Context: an optimization exercise on an open-source flow, tuned for small area, a short achievable clock period and few clock cycles. The choices shown serve that exercise and are no tape-out recipe.
At most, simulation tests tie the RTL to the original design; equivalence was not proved.
Power is estimated from default activity; no workload was simulated.

Setup of the previous run:
Design gvi_codec, start of the top module:
module gvi_codec (
    input  wire       clk,
    input  wire       rst,
    input  wire       enc_in_valid,
    output wire       enc_in_ready,
    input  wire [3:0] enc_in_nib,
    input  wire       enc_in_last,
    input  wire [3:0] enc_in_shift,
    output wire       enc_out_valid,
    input  wire       enc_out_ready,
    output wire [7:0] enc_out_char,
    output wire       enc_out_last,
    input  wire       dec_in_valid,
    output wire       dec_in_ready,
    input  wire [7:0] dec_in_char,
    input  wire       dec_in_last,
    input  wire [3:0] dec_in_shift,
    output wire       dec_out_valid,
    input  wire       dec_out_ready,
    output wire [3:0] dec_out_nib,
    output wire [1:0] dec_out_err,
    output wire       dec_out_last
);
Settings: LEC_CHECK=0, ABC_AREA=1, CAP_MARGIN=20, CORE_MARGIN=2, CORE_UTILIZATION=50, SETUP_SLACK_MARGIN=4.6, SLEW_MARGIN=20; clock period 7.0 ns.
standard.sh (not shown) runs the stock make flow with config.mk's settings and CLKGATE_MAP_FILE= SYNTH_SCRIPT=/design/flow/synth_recipe.tcl, a recipe that flattens the netlist after the stock synthesis.
==> flow/flow/run.sh <==
#!/bin/bash
# The standard layout with two synthesis/placement choices changed:
# - yosys's full/half-adder extraction (ADDER_MAP_FILE) is skipped, so ABC
#   maps the adders and comparators with the rest of the logic;
# - the port buffers that placement inserts are buf_1 cells.
set -euo pipefail
bash standard.sh ADDER_MAP_FILE= "BUFFER_PORTS_ARGS=-buffer_cell sky130_fd_sc_hd__buf_1" finish > orfs_make.log 2>&1
Per the final summary, the previous run finished and its layout is clean on timing, DRC and antenna.
Testbench counts of the previous run, summed over its fixed seeds: cycles 36,153.
### the previous run -> the current run
- CORE_UTILIZATION: 50 -> 58
--- outcome ---
The current run | stages: all done | timing, DRC, antenna: all pass
Compared with the previous run, the current run shows a higher sequential share of layout area.
Summary of the current run over the previous run: via count of the first global-routing pass +3.3%; cell area after technology mapping now sits at about the same level; via count picked up an extra 56; total wire length now sits higher.
Of the current run and the previous run, the lower placement-stage worst setup slack belongs to the previous run.
When the current run is measured against the previous run, its design area turns out 160 um^2 lower.
The current run ends up with a data arrival time of the critical path that is 0.06 ns higher than in the previous run.

---

quartz:
Another version of the RTL of gvi_codec (not shown whole).
Size in the first run: ~860 cells after synthesis, about 6200 um2 of cells after synthesis.
clock: 7.0 ns
lec_check: 0
abc_area: 1
cap_margin: 20
core_margin: 2
core_utilization: 40
setup_slack_margin: 4.5
slew_margin: 20
Scripts as last shown in full above: flow/flow/run.sh
quartz: done, clean on timing, DRC and antenna
The following lists how xenon was set up differently from quartz:
- swapping 4.5 for 4.6 in SETUP_SLACK_MARGIN
Notes after the runs:
[xenon] tightest hold margin fell 4.8 ps relative to quartz. Between xenon and quartz, the routed wire length is higher for xenon. Compared with quartz, xenon shows a higher worst setup margin. Power in sequential cells of quartz is on par with xenon. Where design area is concerned, quartz is better than xenon. For the global-route usage over all layers, xenon came in 0.54 points higher than quartz did. Result for xenon and quartz: all clean.
No run of this note included a check of the RTL's function; only the layout flow was run.

---

== v6 ==
Another version of the RTL of gvi_codec (not shown whole).
Size in the first run: ~780 cells after synthesis, about 96 flip-flops, roughly 48 I/O pins, ~6700 sq um of cells after synthesis.
## gvi_codec
module gvi_codec (
    input  wire       clk,
    input  wire       rst,
    input  wire       enc_in_valid,
    output wire       enc_in_ready,
    input  wire [3:0] enc_in_nib,
    input  wire       enc_in_last,
    input  wire [3:0] enc_in_shift,
    output wire       enc_out_valid,
    input  wire       enc_out_ready,
    output wire [7:0] enc_out_char,
    output wire       enc_out_last,
    input  wire       dec_in_valid,
    output wire       dec_in_ready,
    input  wire [7:0] dec_in_char,
    input  wire       dec_in_last,
    input  wire [3:0] dec_in_shift,
    output wire       dec_out_valid,
    input  wire       dec_out_ready,
    output wire [3:0] dec_out_nib,
    output wire [1:0] dec_out_err,
    output wire       dec_out_last
);
==> flow/config.mk <==
export PLATFORM = sky130hd
export DESIGN_NAME = gvi_codec
export DESIGN_NICKNAME = gvi_codec
export VERILOG_FILES = /design/flow/design.v
export SDC_FILE = /design/flow/constraint.sdc
export NUM_CORES = 4
export LEC_CHECK = 0
export CAP_MARGIN = 20
export CORE_MARGIN = 2
export CORE_UTILIZATION = 40
export SETUP_SLACK_MARGIN = 4.2
export SLEW_MARGIN = 20
==> flow/constraint.sdc <==
create_clock -name core_clock -period 7.0 [get_ports {clk}]
set_input_delay 1.4000 -clock core_clock [delete_from_list [all_inputs] [get_ports {clk}]]
set_output_delay 1.4000 -clock core_clock [all_outputs]
set_load 0.01 [all_outputs]
==> flow/flow/run.sh <==
#!/bin/bash
# The standard layout with two synthesis/placement choices changed:
# - yosys's full/half-adder extraction (ADDER_MAP_FILE) is skipped, so ABC
#   maps the adders and comparators with the rest of the logic;
# - the port buffers that placement inserts are buf_2 cells.
set -euo pipefail
bash standard.sh ADDER_MAP_FILE= "BUFFER_PORTS_ARGS=-buffer_cell sky130_fd_sc_hd__buf_2" finish > orfs_make.log 2>&1
diff inputs: v6 => v7
-- flow/flow/run.sh --
<<< v6, line 5
# - the port buffers that placement inserts are buf_2 cells.
>>> v7, line 5
# - the port buffers that placement inserts are buf_1 cells.
<<< v6, line 7
bash standard.sh ADDER_MAP_FILE= "BUFFER_PORTS_ARGS=-buffer_cell sky130_fd_sc_hd__buf_2" finish > orfs_make.log 2>&1
>>> v7, line 7
bash standard.sh ADDER_MAP_FILE= "BUFFER_PORTS_ARGS=-buffer_cell sky130_fd_sc_hd__buf_1" finish > orfs_make.log 2>&1
### Flow results
Diff v7..v6 | routed wire length | negligible. Data arrival time at the worst-slack endpoint, v7 and v6: lower on v6. Sort v7 and v6 by setup slack, descending, and v6 comes first. Between v7 and v6, the core utilization figures differ only marginally. Any difference in wire length of the first global-routing pass between v7 and v6 is small enough to ignore. v6 -> v7: global route total overflow flat.
No run of this note included a check of the RTL's function; only the layout flow was run.

---

gvi_codec, a different RTL version from the one above (not shown whole).
For scale: about 890 cells after synthesis, about 98 flip-flops, roughly 48 I/O pins.
Settings: LEC_CHECK=0, ABC_AREA=1, CAP_MARGIN=20, CORE_MARGIN=2, CORE_UTILIZATION=40, SETUP_SLACK_MARGIN=4.8, SLEW_MARGIN=20; clock period 7.0 ns.
==> flow/flow/run.sh <==
#!/bin/bash
# The standard layout with two synthesis/placement choices changed:
# - yosys's full/half-adder extraction (ADDER_MAP_FILE) is skipped, so ABC
#   maps the adders and comparators with the rest of the logic;
# - the port buffers that placement inserts are buf_1 cells.
set -euo pipefail
bash standard.sh ADDER_MAP_FILE= "BUFFER_PORTS_ARGS=-buffer_cell sky130_fd_sc_hd__buf_1" finish > orfs_make.log 2>&1
The starting point finished clean.
Testbench counts at the start, summed over its fixed seeds: cycles 36,153.
Then changed:
CORE_UTILIZATION = 65   (was 40)
PLACE_DENSITY = 0.8   (was not set)
SETUP_SLACK_MARGIN = 4.5   (was 4.8)
=> Synthesized cell count is unchanged; setup slack loses 230 ps; total power falls by about 13%; sequential power fell by about 0.8%.
Then changed:
CORE_UTILIZATION = 40   (was 65)
PLACE_DENSITY = not set   (was 0.8)
SETUP_SLACK_MARGIN = 4.6   (was 4.5)
Result:
- combinational power drops by about 2%
- clock-buffer cell count is unchanged
- sequential share of layout area fell by 2.2 points
- setup slack improves by 190 ps
- routed wire length fell by 5.1%
- synthesized cell count does not change
- core utilization came out lower by 25 points

---

== JK ==
Starting RTL as in the previous note.
Settings: LEC_CHECK=0, ABC_AREA=1, CAP_MARGIN=20, CORE_MARGIN=2, CORE_UTILIZATION=40, SETUP_SLACK_MARGIN=4.7, SLEW_MARGIN=20; clock period 7.0 ns.
Scripts as last shown in full above: flow/flow/run.sh
Testbench counts of JK, summed over its fixed seeds: cycles 36,153.
What MS does differently from JK at the input level:
# JK
export LEC_CHECK = 0
export ABC_AREA = 1
export CAP_MARGIN = 20
export CORE_MARGIN = 2
export CORE_UTILIZATION = 40
export SETUP_SLACK_MARGIN = 4.7
export SLEW_MARGIN = 20
create_clock -name core_clock -period 7.0 [get_ports {clk}]
# MS
export LEC_CHECK = 0
export CAP_MARGIN = 20
export CORE_MARGIN = 2
export CORE_UTILIZATION = 40
export SETUP_SLACK_MARGIN = 4.4
export SLEW_MARGIN = 20
create_clock -name core_clock -period 7.0 [get_ports {clk}]
[summary]
Changes observed in MS relative to JK: total standard cell area after synthesis increased by 3.2% relative to the old numbers; synthesized instance count now smaller; area growth from synthesis to layout decreased by 8.7 points relative to the old numbers.
What AL does differently from MS at the input level:
# MS
export LEC_CHECK = 0
export CAP_MARGIN = 20
export CORE_MARGIN = 2
export CORE_UTILIZATION = 40
export SETUP_SLACK_MARGIN = 4.4
export SLEW_MARGIN = 20
create_clock -name core_clock -period 7.0 [get_ports {clk}]
# AL
export LEC_CHECK = 0
export CAP_MARGIN = 20
export CORE_MARGIN = 2
export CORE_UTILIZATION = 40
export CTS_BUF_LIST = sky130_fd_sc_hd__clkbuf_4 sky130_fd_sc_hd__clkbuf_8
export CTS_CLUSTER_SIZE = 30
export SETUP_SLACK_MARGIN = 4.4
export SLEW_MARGIN = 20
create_clock -name core_clock -period 7.0 [get_ports {clk}]
==> comparison <==
STATUS clock network power: AL wins against MS. Clock skew on AL is behind MS. Against MS, AL comes in 2.0 points higher on combinational fraction of design power. The wire length was comparable across AL and MS. Reported for AL and MS, synthesized cell count turned out identical to the last digit. Worst hold-check slack: AL higher than MS. [compare] base=MS new=AL: portion of total power attributed to sequential cells has increased; global-route track usage on met2 has remained practically unchanged.

---

v38:
gvi_codec with an RTL version that a note above also has.
Size in the first run: ~98 flip-flops, roughly 48 I/O pins.
==> flow/config.mk <==
export PLATFORM = sky130hd
export DESIGN_NAME = gvi_codec
export DESIGN_NICKNAME = gvi_codec
export VERILOG_FILES = /design/flow/design.v
export SDC_FILE = /design/flow/constraint.sdc
export NUM_CORES = 4
export LEC_CHECK = 0
export ABC_AREA = 1
export CAP_MARGIN = 20
export CORE_MARGIN = 2
export CORE_UTILIZATION = 40
export PLACE_DENSITY = 0.75
export SETUP_SLACK_MARGIN = 4.65
export SLEW_MARGIN = 20
==> flow/constraint.sdc <==
create_clock -name core_clock -period 7.0 [get_ports {clk}]
set_input_delay 1.4000 -clock core_clock [delete_from_list [all_inputs] [get_ports {clk}]]
set_output_delay 1.4000 -clock core_clock [all_outputs]
set_load 0.01 [all_outputs]
Scripts as last shown in full above: flow/flow/run.sh
The final layout from v38, which completed every stage, passed the timing, design-rule and antenna checks at the end of the flow.
Testbench counts of v38, summed over its fixed seeds: cycles 36,153.
Here is what was changed in the inputs of v30 compared with v38.
# v38
export LEC_CHECK = 0
export ABC_AREA = 1
export CAP_MARGIN = 20
export CORE_MARGIN = 2
export CORE_UTILIZATION = 40
export PLACE_DENSITY = 0.75
export SETUP_SLACK_MARGIN = 4.65
export SLEW_MARGIN = 20
create_clock -name core_clock -period 7.0 [get_ports {clk}]
# v30
export LEC_CHECK = 0
export ABC_AREA = 1
export CAP_MARGIN = 20
export CORE_MARGIN = 2
export CORE_UTILIZATION = 58
export CTS_BUF_LIST = sky130_fd_sc_hd__clkbuf_8
export SETUP_SLACK_MARGIN = 4.6
export SLEW_MARGIN = 20
create_clock -name core_clock -period 7.0 [get_ports {clk}]
==> notes.md <==
v30 | stages: all done | timing, DRC, antenna: all pass. v30 vs. v38: post-cts resize count went down by 2. Taking v38 as the reference point, the initial DRC count of v30 rises by 28%. Clock power came out lower on v30 than on v38. Against v38 as the reference, v30 delivers a higher effective utilization at floorplan. Core utilization delta for v30 relative to v38: 18 points higher. Die outline area ends up higher on v38. Per the comparison of v30 with v38, power share of the combinational group grew by 2.1 points; critical path depth decreased by 4 relative to the old numbers. | ratio of final minimum period to clock period | lower: v30 |.
Here is what was changed in the inputs of v39 compared with v30.
# v30
export LEC_CHECK = 0
export ABC_AREA = 1
export CAP_MARGIN = 20
export CORE_MARGIN = 2
export CORE_UTILIZATION = 58
export CTS_BUF_LIST = sky130_fd_sc_hd__clkbuf_8
export SETUP_SLACK_MARGIN = 4.6
export SLEW_MARGIN = 20
create_clock -name core_clock -period 7.0 [get_ports {clk}]
# v39
export LEC_CHECK = 0
export ABC_AREA = 1
export CAP_MARGIN = 20
export CORE_MARGIN = 2
export CORE_UTILIZATION = 50
export SETUP_SLACK_MARGIN = 4.6
export SLEW_MARGIN = 20
export TNS_END_PERCENT = 10
create_clock -name core_clock -period 7.0 [get_ports {clk}]
--- outcome ---
Against v30, v39 comes in 1.5 points higher on clock network contribution to total cell area.
v39 -> v30: share of async-settable or async-resettable flops after synthesis delta 0, exact match
Final worst hold slack across v39 and v30: no real change.
Re count of nets left with antenna violations after detail routing: no difference whatsoever between v30 and v39.
Compared with v30, in v39 proportion of power drawn by combinational gates moved down, register area share after synthesis held steady, largest incremental delay on the critical path went up by 0.15 ns, worst setup slack has decreased.
The final reports for v39 and v30 show post-placement worst setup slack lower in the former.
Taking v30 as the reference, in v39 estimated wirelength of the detail-placed design climbed about 2.2%; clock group share of total power moved up.
Input changes introduced in v28 (baseline for comparison: v39):
# v39
export LEC_CHECK = 0
export ABC_AREA = 1
export CAP_MARGIN = 20
export CORE_MARGIN = 2
export CORE_UTILIZATION = 50
export SETUP_SLACK_MARGIN = 4.6
export SLEW_MARGIN = 20
export TNS_END_PERCENT = 10
create_clock -name core_clock -period 7.0 [get_ports {clk}]
# v28
export LEC_CHECK = 0
export ABC_AREA = 1
export CAP_MARGIN = 20
export CORE_MARGIN = 2
export CORE_UTILIZATION = 40
export SETUP_SLACK_MARGIN = 4.6
export SLEW_MARGIN = 20
create_clock -name core_clock -period 7.0 [get_ports {clk}]
==> comparison <==
- The higher fraction of power spent switching nets came out of v39.
- [compare] base=v39 new=v28: final critical-path setup slack now larger; register-to-register slack up 0.05 ns; total routing usage reported by global routing fell 4.3 points.
- Per the comparison of v28 with v39, number of rows created at floorplan saw an increase, delay contributed by the slowest stage of the critical path went down by 0.19 ns, fraction of final layout cells with drive strength greater than 1 rose by 0.48 points, total power has increased.
- sky130_fd_sc_hd__nor2_2 as the standard cell with the maximum stage delay on the critical path was reported by v28, and sky130_fd_sc_hd__a221oi_1 by v39.
- Placed instance count, v39 and v28: lower on v39
- Die: v28 bigger than v39

[re-timing with driven ports]
No port has a modelled driver above. Below, the same layouts with a new extraction and two added sets of constraints. Step 1 (the two cells are an assumption about what drives the block):
set clk [get_ports {clk}]
set_driving_cell -lib_cell sky130_fd_sc_hd__clkbuf_16 $clk
set_driving_cell -lib_cell sky130_fd_sc_hd__buf_2 [delete_from_list [all_inputs] $clk]
Step 2 times the ports against the registers' clock, not the clock port: input delays grow and output delays shrink by t, the midpoint of the rising clock arrivals with the driver on. Three values: ideal ports, drivers, drivers and shift; two values: the first two.
run | t, ns | setup WS [ns] | worst setup path after step 2 | latest minus earliest clock arrival (ns) | worst register clock-pin slew, ns
the previous run | 0.376 | 4.633 / 4.625 / 4.250 | input to register | 0.007 / 0.007 | 0.07 / 0.07
the current run | 0.402 | 4.608 / 4.621 / 4.219 | input to register | 0.008 / 0.008 | 0.09 / 0.09
quartz | 0.386 | 4.532 / 4.528 / 4.143 | input to register | 0.007 / 0.007 | 0.07 / 0.07
xenon | 0.387 | 4.565 / 4.560 / 4.173 | input to register | 0.009 / 0.009 | 0.07 / 0.07
v6 | 0.392 | 4.178 / 4.135 / 3.871 | input to register | 0.007 / 0.007 | 0.07 / 0.07
v7 | 0.389 | 4.157 / 4.116 / 3.869 | input to register | 0.011 / 0.011 | 0.07 / 0.07
the first run of note 4 | 0.386 | 4.673 / 4.656 / 4.271 | input to register | 0.009 / 0.009 | 0.07 / 0.07
the second run of note 4 | 0.399 | 4.442 / 4.462 / 4.062 | input to register | 0.021 / 0.021 | 0.10 / 0.10
the third run of note 4 | 0.383 | 4.630 / 4.642 / 4.259 | input to register | 0.006 / 0.006 | 0.07 / 0.07
JK | 0.387 | 4.714 / 4.685 / 4.306 | input to register | 0.009 / 0.008 | 0.07 / 0.07
MS | 0.394 | 4.490 / 4.479 / 4.086 | input to register | 0.007 / 0.007 | 0.07 / 0.07
AL | 0.420 | 4.466 / 4.463 / 4.043 | input to register | 0.011 / 0.011 | 0.10 / 0.10
v38 | 0.387 | 4.591 / 4.561 / 4.174 | input to register | 0.009 / 0.010 | 0.07 / 0.07
v30 | 0.401 | 4.610 / 4.622 / 4.221 | input to register | 0.009 / 0.009 | 0.09 / 0.09
v39 | 0.378 | 4.552 / 4.570 / 4.192 | input to register | 0.007 / 0.008 | 0.07 / 0.07
v28 | 0.391 | 4.643 / 4.632 / 4.242 | input to register | 0.008 / 0.009 | 0.07 / 0.07
After both steps every run listed still meets setup and hold. The setup slack of AL, which loses most, moves by -0.003 ns with the drivers and by -0.423 ns with both steps.
